This design comes from an exercise in tuning for small area on the open sky130 flow, not from production work.
RTL that was checked went through simulation tests only; none was proved equivalent to the original.
Power and IR drop assume default switching activity. No driver is modelled on the clock port, so clocking that relies on it looks cheaper here than on a real chip.

Design ld19_frame_core, start of the top module:
module ld19_frame_core (
    input  wire         clk,
    input  wire         rst,         
    input  wire         in_valid,
    input  wire         in_eos,
    input  wire [7:0]   in_data,
    output wire         in_ready,
    input  wire         resume,      
    output reg          ev_valid,
    output wire [2:0]   ev_kind,
    output wire [604:0] ev_payload
);
Size in the first run: ~1,200 cells after synthesis, roughly 670 flip-flops, ~620 I/O pins, roughly 18,000 µm² of cells after synthesis.
export LEC_CHECK = 0
export CAP_MARGIN = 20
export CORE_MARGIN = 2
export CORE_UTILIZATION = 60
export SLEW_MARGIN = 20
create_clock -name core_clock -period 12.0 [get_ports {clk}]
standard.sh (not shown) runs the stock make flow with config.mk's settings and CLKGATE_MAP_FILE= SYNTH_SCRIPT=/design/flow/synth_recipe.tcl, a recipe that flattens the netlist after the stock synthesis.
==> flow/flow/run.sh <==
#!/bin/bash
# Layout flow: the standard ORFS flow, with every input and output port
# buffered by the smallest buffer (buf_1) instead of the default port buffer,
# and clock tree synthesis without dummy loads.
# Each tool's full output stays in the ORFS logs under orfs/logs; make's own
# output goes to flow_make.log in this folder.
set -euo pipefail
export BUFFER_PORTS_ARGS="-buffer_cell sky130_fd_sc_hd__buf_1"
export CTS_ARGS="-sink_clustering_enable -repair_clock_nets -sink_clustering_size 18 -sink_clustering_max_diameter 60 -buf_list sky130_fd_sc_hd__clkbuf_8 -dont_use_dummy_load"
bash standard.sh > flow_make.log 2>&1
Rerun with:
--- a/flow/flow/run.sh
+++ b/flow/flow/run.sh
@@ -9 +9 @@
-export CTS_ARGS="-sink_clustering_enable -repair_clock_nets -sink_clustering_size 18 -sink_clustering_max_diameter 60 -buf_list sky130_fd_sc_hd__clkbuf_8 -dont_use_dummy_load"
+export CTS_ARGS="-sink_clustering_enable -repair_clock_nets -sink_clustering_size 20 -sink_clustering_max_diameter 60 -buf_list sky130_fd_sc_hd__clkbuf_8 -dont_use_dummy_load"
Cell count is about the same.
Design area is about the same.
Utilization drops by 0.14 points.
Hold slack is worse by 0.017 ns.
Worst setup slack is better by 0.0076 ns.
Global-route usage goes down by 0.13 points.
Wire length is lower by 0.38%.
Clock-buffer cell count falls by 3.
Sequential share of layout area came out higher by 0.13 points.
Register-to-register slack barely changes.
Via count is lower by 0.62%.


== P ==
Another version of the RTL of ld19_frame_core (not shown whole).
Size in the first run: ~1200 cells after synthesis, about 660 flip-flops, ~620 I/O pins, about 18000 sq um of cells after synthesis.
clock: 12.0 ns
lec_check: 0
cap_margin: 20
core_margin: 2
core_utilization: 60
cts_cluster_diameter: 80
cts_cluster_size: 30
slew_margin: 20
==> flow/flow/run.sh <==
#!/bin/bash
# Layout flow: the standard ORFS flow, with every input and output port
# buffered by the smallest buffer (buf_1) instead of the default port buffer,
# and clock tree synthesis without dummy loads.
# Each tool's full output stays in the ORFS logs under orfs/logs; make's own
# output goes to flow_make.log in this folder.
set -euo pipefail
export BUFFER_PORTS_ARGS="-buffer_cell sky130_fd_sc_hd__buf_1"
export CTS_ARGS="-sink_clustering_enable -repair_clock_nets -sink_clustering_size 20 -sink_clustering_max_diameter 60 -buf_list sky130_fd_sc_hd__clkbuf_8 -dont_use_dummy_load"
bash standard.sh > flow_make.log 2>&1
In summary, P completed successfully, with a layout that passed the timing, DRC and antenna checks.
Relative to P, the following input files were edited for Q:
-- flow/flow/run.sh --
<<< P, line 9
export CTS_ARGS="-sink_clustering_enable -repair_clock_nets -sink_clustering_size 20 -sink_clustering_max_diameter 60 -buf_list sky130_fd_sc_hd__clkbuf_8 -dont_use_dummy_load"
>>> Q, line 9
export CTS_ARGS="-sink_clustering_enable -repair_clock_nets -sink_clustering_size 30 -sink_clustering_max_diameter 80 -dont_use_dummy_load"
### Flow results
Q | stages: all done | timing, DRC, antenna: all pass. P → Q: minimum clock period after layout went up, clock tree cell share of total cell area went up, antenna cell count did not really move, portion of the clock cycle consumed by the worst path in the final layout went up.


Another version of the RTL of ld19_frame_core (not shown whole).
Size in the first run: ~1300 cells after synthesis, ~670 flip-flops, roughly 620 I/O pins, roughly 19000 sq um of cells after synthesis.
Design ld19_frame_core, start of the top module:
module ld19_frame_core (
    input  wire         clk,
    input  wire         rst,         
    input  wire         in_valid,
    input  wire         in_eos,
    input  wire [7:0]   in_data,
    output wire         in_ready,
    input  wire         resume,      
    output reg          ev_valid,
    output reg  [2:0]   ev_kind,
    output wire [604:0] ev_payload
);
    localparam [2:0] EV_DESYNC = 3'd1;
    localparam [2:0] EV_FRAME  = 3'd2;
    localparam [2:0] EV_INVLEN = 3'd4;
    localparam [2:0] EV_ENDED  = 3'd5;
    function [7:0] crc_step(input [7:0] acc, input [7:0] b);
        reg [7:0] c;
        integer j;
        begin
            c = acc ^ b;
            for (j = 0; j < 8; j = j + 1)
                c = c[7] ? ((c << 1) ^ 8'h4D) : (c << 1);
            crc_step = c;
        end
    endfunction
    reg [3:0] ph;          
    reg       mode;        
    reg [5:0] bcnt;        
    reg       ended;
    reg       fpend;       
    reg       rok;         
  ...
Settings: LEC_CHECK=0, CAP_MARGIN=20, CORE_MARGIN=2, CORE_UTILIZATION=60, CTS_BUF_LIST=sky130_fd_sc_hd__clkbuf_8, SLEW_MARGIN=20; clock period 12.0 ns.
==> flow/flow/run.sh <==
#!/bin/bash
# Layout flow: the standard ORFS flow, with every input and output port
# buffered by the smallest buffer (buf_1) instead of the default port buffer.
# Each tool's full output stays in the ORFS logs under orfs/logs; make's own
# output goes to flow_make.log in this folder.
set -euo pipefail
export BUFFER_PORTS_ARGS="-buffer_cell sky130_fd_sc_hd__buf_1"
bash standard.sh > flow_make.log 2>&1
The baseline ran to the end with no violations.
Then changed:
--- a/flow/config.mk
+++ b/flow/config.mk
@@ -10,3 +10,2 @@
 export CORE_UTILIZATION = 60
-export CTS_BUF_LIST = sky130_fd_sc_hd__clkbuf_8
 export SLEW_MARGIN = 20
What happened: Area after synthesis does not change; final area stays flat; flip-flop and latch count does not change; clock skew goes down by 0.0033 ns; worst hold slack is better by 0.0044 ns; sequential share of layout area rises by 0.11 points; core utilization came out lower by 0.14 points; wire length rises by 0.40%; worst setup slack improves by 0.0071 ns.
Then changed:
--- a/flow/config.mk
+++ b/flow/config.mk
@@ -9,3 +9,5 @@
 export CORE_MARGIN = 2
-export CORE_UTILIZATION = 60
+export CORE_UTILIZATION = 70
+export CTS_CLUSTER_DIAMETER = 100
+export CTS_CLUSTER_SIZE = 40
 export SLEW_MARGIN = 20
Outcome:
- The changed run did not get past 3_2_place_iop, error PPL-0024
- synthesized cell count does not change
- synthesized area is unchanged


the previous run:
ld19_frame_core, a different RTL version from the one above (not shown whole).
For scale: roughly 1200 cells after synthesis, ~660 flip-flops, about 18000 um2 of cells after synthesis.
==> flow/config.mk <==
export PLATFORM = sky130hd
export DESIGN_NAME = ld19_frame_core
export DESIGN_NICKNAME = ld19_frame_core
export VERILOG_FILES = /design/flow/design.v
export SDC_FILE = /design/flow/constraint.sdc
export NUM_CORES = 4
export LEC_CHECK = 0
export CAP_MARGIN = 20
export CORE_MARGIN = 2
export CORE_UTILIZATION = 60
export CTS_CLUSTER_DIAMETER = 80
export CTS_CLUSTER_SIZE = 30
export SLEW_MARGIN = 20
==> flow/constraint.sdc <==
create_clock -name core_clock -period 12.0 [get_ports {clk}]
set_input_delay 2.4000 -clock core_clock [delete_from_list [all_inputs] [get_ports {clk}]]
set_output_delay 2.4000 -clock core_clock [all_outputs]
set_load 0.01 [all_outputs]
==> flow/flow/run.sh <==
#!/bin/bash
# Layout flow: the standard ORFS flow, with every input and output port
# buffered by the smallest buffer (buf_1) instead of the default port buffer,
# and clock tree synthesis without dummy loads.
# Each tool's full output stays in the ORFS logs under orfs/logs; make's own
# output goes to flow_make.log in this folder.
set -euo pipefail
export BUFFER_PORTS_ARGS="-buffer_cell sky130_fd_sc_hd__buf_1"
export CTS_ARGS="-sink_clustering_enable -repair_clock_nets -sink_clustering_size 36 -sink_clustering_max_diameter 60 -dont_use_dummy_load"
bash standard.sh > flow_make.log 2>&1
## Diff of input files: the current run against the previous run
-- flow/flow/run.sh --
<<< the previous run, line 9
export CTS_ARGS="-sink_clustering_enable -repair_clock_nets -sink_clustering_size 36 -sink_clustering_max_diameter 60 -dont_use_dummy_load"
>>> the current run, line 9
export CTS_ARGS="-sink_clustering_enable -repair_clock_nets -sink_clustering_size 30 -sink_clustering_max_diameter 80 -dont_use_dummy_load"
Findings:
Lower first-pass GRT wire length among the current run and the previous run: the current run. The current run against the previous run; cell area is down slightly. Total power: the current run vs the previous run down 4.1%. Higher maximum frequency goes to the previous run over the current run. Summary of the comparison: final worst hold slack is higher in the current run, relative to the previous run. Taking the previous run as the reference, in the current run wire length comparable, routed length on met2 shows a reduction of 570 um, utilization now sits lower. The area added between synthesis and finish reported for the current run is smaller than that of the previous run by 1.2 points. Worst setup slack after layout: the current run and the previous run compared, lower one is the current run.
No functional check of the RTL was part of any run of this note.


## old
The RTL this note starts from:
==> flow/design.v <==
module ld19_frame_core (
    input  wire         clk,
    input  wire         rst,         
    input  wire         in_valid,
    input  wire         in_eos,
    input  wire [7:0]   in_data,
    output wire         in_ready,
    input  wire         resume,      
    output reg          ev_valid,
    output wire [2:0]   ev_kind,
    output wire [604:0] ev_payload
);
    function [7:0] crc_step(input [7:0] acc, input [7:0] b);
        reg [7:0] c;
        integer j;
        begin
            c = acc ^ b;
            for (j = 0; j < 8; j = j + 1)
                c = c[7] ? ((c << 1) ^ 8'h4D) : (c << 1);
            crc_step = c;
        end
    endfunction
    reg [1:0] ph4;         
    reg [1:0] ph3;         
    reg       mode;        
    reg [5:0] bcnt;        
    reg [1:0] n3;          
    reg       ended;
    reg       fpend;       
    reg       fresh;       
    reg       inv_pend;    
    reg       nk_v;        
    reg       nk2, nk0;    
    reg [7:0] crc;
    wire p0  = (ph4 == 2'd0) && (ph3 == 2'd0);
    wire p5  = (ph4 == 2'd1) && (ph3 == 2'd2);
    wire p11 = (ph4 == 2'd3) && (ph3 == 2'd2);
    wire p7  = (ph4 == 2'd3) && (ph3 == 2'd1);
    wire match = (ph4 == bcnt[1:0]) && (ph3 == n3);
    assign in_ready = !ended && !inv_pend && (mode ? match : (!fpend && !fresh && p0));
    wire take      = in_valid && in_ready && !rst;
    wire take_byte = take && mode && !in_eos;
    wire keep      = mode | fpend;
    assign ev_kind = {~ph4[1] & nk2, ph4[1], ph4[0] | (~ph4[1] & nk0)};
    reg [95:0]  ra, rb, rc;    
    reg [47:0]  rd;            
    reg [31:0]  re;            
    reg [227:0] rg;            
    wire is_hdr = !in_eos && in_data == 8'h54;
    wire ld_a = (take && !mode && !is_hdr) || (take_byte && bcnt <= 6'd12) || (inv_pend && p0);
    wire ld_b = take_byte && bcnt >= 6'd13 && bcnt <= 6'd24;
    wire ld_c = take_byte && bcnt >= 6'd25 && bcnt <= 6'd36;
    wire ld_d = take_byte && bcnt >= 6'd37 && bcnt <= 6'd42;
    wire ld_e = take_byte && bcnt >= 6'd43 && bcnt <= 6'd46;
    wire [7:0] da = inv_pend ? {2'b00, bcnt} : (in_eos ? 8'd0 : in_data);
    genvar gi;
    wire p6  = (ph4 == 2'd2) && (ph3 == 2'd0);
    wire [15:0] s6 = {ra[8*0 +: 8], ra[8*1 +: 8]};
    wire [15:0] t_start = {ra[8*1 +: 8], ra[8*2 +: 8]};
    wire [15:0] t_end   = {in_data, rd[8*0 +: 8]};
    wire [15:0] nst = ~t_start;
    wire [16:0] dc;
    wire [15:0] ds;
    assign dc[0] = 1'b1;
    generate
        for (gi = 0; gi < 16; gi = gi + 1) begin : g_diff
            ld19_fa u (.a(t_end[gi]), .b(nst[gi]), .c(dc[gi]), .s(ds[gi]), .co(dc[gi+1]));
        end
    endgenerate
    wire [16:0] diff = {~dc[16], ds};
    reg  [16:0] dreg;
    reg  [20:0] acc;
    reg         busy;      
    wire        win   = mode && bcnt >= 6'd6 && bcnt <= 6'd30;
    wire        lda   = p6 && win;
    wire        start = take_byte && bcnt == 6'd43;
    wire        neg  = dreg[16];
    wire [17:0] k36  = 18'd36000 & {18{neg}};
    wire [17:0] dx18 = {dreg[16], dreg};
    wire [17:0] span;
    wire [18:0] sc;
    assign sc[0] = 1'b0;
    generate
        for (gi = 0; gi < 18; gi = gi + 1) begin : g_span
            ld19_fa u (.a(dx18[gi]), .b(k36[gi]), .c(sc[gi]), .s(span[gi]), .co(sc[gi+1]));
        end
    endgenerate
    wire [20:0] sp21 = {{3{span[17]}}, span};
    wire [20:0] asum;
    wire [21:0] ac;
    assign ac[0] = 1'b0;
    generate
        for (gi = 0; gi < 21; gi = gi + 1) begin : g_acc
            ld19_fa u (.a(acc[gi]), .b(sp21[gi]), .c(ac[gi]), .s(asum[gi]), .co(ac[gi+1]));
        end
    endgenerate
    wire [15:0] hi  = acc[20:5];
    wire        ge1 = acc >= 21'd396000;
    wire        ge2 = acc >= 21'd792000;
    wire [15:0] kn  = ~(ge2 ? 16'd24750 : ge1 ? 16'd12375 : 16'd0);
    wire [15:0] ahi;
    wire [16:0] rcy;
    assign rcy[0] = 1'b1;
    generate
        for (gi = 0; gi < 16; gi = gi + 1) begin : g_red
            ld19_fa u (.a(hi[gi]), .b(kn[gi]), .c(rcy[gi]), .s(ahi[gi]), .co(rcy[gi+1]));
        end
    endgenerate
    wire [18:0] ang = {ahi[13:0], acc[4:0]};
    always @(posedge clk) begin
        if (lda)
            dreg <= {1'b0, s6};
        else if (start)
            dreg <= diff;
        else if (p5 && !busy)
            dreg <= 17'd0;
        acc <= asum & {21{~lda}};
    end
    always @(posedge clk) begin
        ra <= {ra[87:0],  ({8{ld_a}} & da)      | ({8{keep}} & ra[95:88])};
        rb <= {rb[87:0],  ({8{ld_b}} & in_data) | ({8{keep}} & rb[95:88])};
        rc <= {rc[87:0],  ({8{ld_c}} & in_data) | ({8{keep}} & rc[95:88])};
        rd <= {rd[39:0],  ({8{ld_d}} & in_data) | ({8{keep}} & rd[47:40])};
        re <= {re[23:0],  ({8{ld_e}} & in_data) | ({8{keep}} & re[31:24])};
        rg <= {rg[208:0], (ang & {19{busy}}) | ({19{keep}} & rg[227:209])};
    end
    always @(posedge clk) begin
        if (rst) begin
            ph4      <= 2'd0;
            ph3      <= 2'd0;
            fresh    <= 1'b1;
            busy     <= 1'b0;
            mode     <= 1'b0;
            ended    <= 1'b0;
            fpend    <= 1'b0;
            inv_pend <= 1'b0;
            nk_v     <= 1'b0;
            ev_valid <= 1'b0;
        end else begin
            ph4 <= ph4 + 2'd1;
            ph3 <= (ph3 == 2'd2) ? 2'd0 : ph3 + 2'd1;
            ev_valid <= (p5 && fpend && !busy) || (p11 && nk_v) ||
                        (p0 && ev_valid && nk2 && !nk0);
            if (p5 && fpend && !busy) begin
                fpend <= 1'b0;
                fresh <= 1'b1;
            end
            if (start)
                busy <= 1'b1;
            else if (p7 || (take && in_eos))
                busy <= 1'b0;
            if (p11)
                nk_v <= 1'b0;
            if (p0)
                fresh <= 1'b0;
            if (inv_pend && p0) begin
                inv_pend <= 1'b0;
                nk_v     <= 1'b1;
                nk2      <= 1'b1;
                nk0      <= 1'b0;
            end
            if (take) begin
                if (!mode) begin
                    if (in_eos) begin
                        ended <= 1'b1;
                        nk_v  <= 1'b1;
                        nk2   <= 1'b1;
                        nk0   <= 1'b1;
                    end else if (is_hdr) begin
                        mode <= 1'b1;
                        bcnt <= 6'd1;
                        n3   <= 2'd1;
                        crc  <= 8'hEE;
                    end else begin
                        nk_v <= 1'b1;
                        nk2  <= 1'b0;
                        nk0  <= 1'b1;
                    end
                end else if (in_eos) begin
                    ended    <= 1'b1;
                    mode     <= 1'b0;
                    inv_pend <= 1'b1;
                end else begin
                    if (bcnt <= 6'd46)
                        crc <= crc_step(crc, in_data);
                    if (bcnt == 6'd48) begin
                        mode  <= 1'b0;
                        fpend <= 1'b1;
                    end else begin
                        bcnt <= bcnt + 6'd1;
                        n3   <= (n3 == 2'd2) ? 2'd0 : n3 + 2'd1;
                    end
                end
            end else if (resume) begin
                ended <= 1'b0;
            end
        end
    end
    function integer stg(input integer n, input integer len);
        integer t;
        begin
            t = (5 - n) % len;
            if (t < 0) t = t + len;
            stg = t;
        end
    endfunction
    wire [7:0] fb [1:46];
    genvar gn;
    generate
        for (gn = 1; gn <= 46; gn = gn + 1) begin : g_fb
            if (gn <= 12)      assign fb[gn] = ra[8*stg(gn, 12) +: 8];
            else if (gn <= 24) assign fb[gn] = rb[8*stg(gn, 12) +: 8];
            else if (gn <= 36) assign fb[gn] = rc[8*stg(gn, 12) +: 8];
            else if (gn <= 42) assign fb[gn] = rd[8*stg(gn, 6) +: 8];
            else               assign fb[gn] = re[8*stg(gn, 4) +: 8];
        end
    endgenerate
    wire k1 = ev_kind[1];
    genvar gk;
    generate
        for (gk = 0; gk < 12; gk = gk + 1) begin : g_pt
            assign ev_payload[43*gk +: 16]      = {fb[7 + 3*gk], fb[6 + 3*gk]};
            assign ev_payload[43*gk + 16 +: 8]  = fb[8 + 3*gk];
            assign ev_payload[43*gk + 24 +: 19] = rg[19*((21 - gk) % 12) +: 19];
        end
    endgenerate
    assign ev_payload[523:516] = {1'b0, k1, 1'b0, k1, 1'b0, k1, 2'b00};
    assign ev_payload[531:524] = fb[1];
    assign ev_payload[547:532] = {fb[3], fb[2]};
    assign ev_payload[563:548] = {fb[5], fb[4]};
    assign ev_payload[579:564] = {fb[43], fb[42]};
    assign ev_payload[595:580] = {fb[45], fb[44]};
    assign ev_payload[603:596] = fb[46];
    assign ev_payload[604]     = k1 && (crc == 8'd0);
endmodule
module ld19_fa (
    input  wire a,
    input  wire b,
    input  wire c,
    output wire s,
    output wire co
);
    assign s  = a ^ b ^ c;
    assign co = (a & b) | (c & (a ^ b));
endmodule
==> flow/config.mk <==
export PLATFORM = sky130hd
export DESIGN_NAME = ld19_frame_core
export DESIGN_NICKNAME = ld19_frame_core
export VERILOG_FILES = /design/flow/design.v
export SDC_FILE = /design/flow/constraint.sdc
export NUM_CORES = 4
export LEC_CHECK = 0
export CAP_MARGIN = 20
export CORE_MARGIN = 2
export CORE_UTILIZATION = 60
export SLEW_MARGIN = 20
==> flow/constraint.sdc <==
create_clock -name core_clock -period 12.0 [get_ports {clk}]
set_input_delay 2.4000 -clock core_clock [delete_from_list [all_inputs] [get_ports {clk}]]
set_output_delay 2.4000 -clock core_clock [all_outputs]
set_load 0.01 [all_outputs]
==> flow/flow/run.sh <==
#!/bin/bash
# Layout flow: the standard ORFS flow, with every input and output port
# buffered by the smallest buffer (buf_1) instead of the default port buffer,
# and clock tree synthesis without dummy loads.
# Each tool's full output stays in the ORFS logs under orfs/logs; make's own
# output goes to flow_make.log in this folder.
set -euo pipefail
export BUFFER_PORTS_ARGS="-buffer_cell sky130_fd_sc_hd__buf_1"
export CTS_ARGS="-sink_clustering_enable -repair_clock_nets -sink_clustering_size 10 -sink_clustering_max_diameter 40 -buf_list sky130_fd_sc_hd__clkbuf_4 -dont_use_dummy_load"
bash standard.sh > flow_make.log 2>&1
Modified inputs, new compared to old
==> flow/flow/run.sh <==
#!/bin/bash
# Layout flow: the standard ORFS flow (standard.sh, with the standard
# synthesis, floorplan, power grid and tap cells), changed in two ways:
#  - every input and output port is still buffered, but by the smallest
#    buffer, sky130_fd_sc_hd__buf_1, instead of the default port buffer;
#  - clock tree synthesis clusters at most 18 flip-flops within 60 um per
#    clkbuf_8 leaf buffer and inserts no dummy loads.
# Each tool's full output stays in its own ORFS log under orfs/logs/; make's
# output goes to flow_make.log in this folder.
set -euo pipefail
export BUFFER_PORTS_ARGS="-buffer_cell sky130_fd_sc_hd__buf_1"
export CTS_ARGS="-sink_clustering_enable -repair_clock_nets -sink_clustering_size 18 -sink_clustering_max_diameter 60 -buf_list sky130_fd_sc_hd__clkbuf_8 -dont_use_dummy_load"
bash standard.sh > flow_make.log 2>&1
[summary]
new ran to completion and came out clean on the timing, DRC and antenna checks.
new: proportion of total power due to net switching lower than old
Total wire length (higher): old
Compared old against new; sequential cell area share within noise.
Global-route usage: new vs old down 0.40 points
new: total power of the final layout is 0.35% higher than what old reported.
Comparing the two runs side by side, new comes out ahead of old on hold slack.
Period utilization | new below old
There was hardly any difference in fraction of area in multi-input gates between old and new.

## what the ideal ports hide
The flow's constraints put no driver on any port. The routed layouts listed below were extracted and timed again, unchanged, in two steps. Step 1 sets driving cells, clkbuf_16 on the clock port and buf_2 on the other inputs (assumed; they add their load-dependent delay and slew). Step 2 moves the port delays by t, midway between the first and last clock arrival at a register: inputs arrive t later, outputs are due t later. That takes back most of the time a late clock gives input paths. Slacks: ideal / step 1 / step 2; pairs: ideal / step 1.
run | t (ns) | slack for setup (ns) | worst hold slack (ns) | slew at the worst register clock pin (ns) | cell pins on the clock port's net
the first run of note 1 | 0.621 | 3.574 / 3.574 / 3.574 | 0.327 / 0.327 / 0.327 | 0.11 / 0.11 | 1
the second run of note 1 | 0.607 | 3.581 / 3.581 / 3.581 | 0.310 / 0.310 / 0.310 | 0.12 / 0.12 | 1
P | 0.611 | 4.401 / 4.401 / 4.401 | 0.301 / 0.301 / 0.301 | 0.12 / 0.12 | 1
Q | 0.605 | 4.382 / 4.382 / 4.382 | 0.300 / 0.300 / 0.300 | 0.12 / 0.12 | 1
the first run of note 3 | 0.678 | 4.120 / 4.120 / 4.120 | 0.341 / 0.341 / 0.341 | 0.07 / 0.07 | 1
the second run of note 3 | 0.630 | 4.127 / 4.127 / 4.127 | 0.345 / 0.345 / 0.345 | 0.07 / 0.07 | 1
the previous run | 0.575 | 4.618 / 4.618 / 4.618 | 0.294 / 0.294 / 0.294 | 0.11 / 0.11 | 1
the current run | 0.615 | 4.553 / 4.553 / 4.553 | 0.330 / 0.330 / 0.330 | 0.11 / 0.11 | 1
old | 0.728 | 3.537 / 3.537 / 3.537 | 0.257 / 0.257 / 0.257 | 0.11 / 0.11 | 1
new | 0.615 | 3.557 / 3.557 / 3.557 | 0.319 / 0.319 / 0.319 | 0.11 / 0.11 | 1
After both steps setup and hold are still met in every run listed.
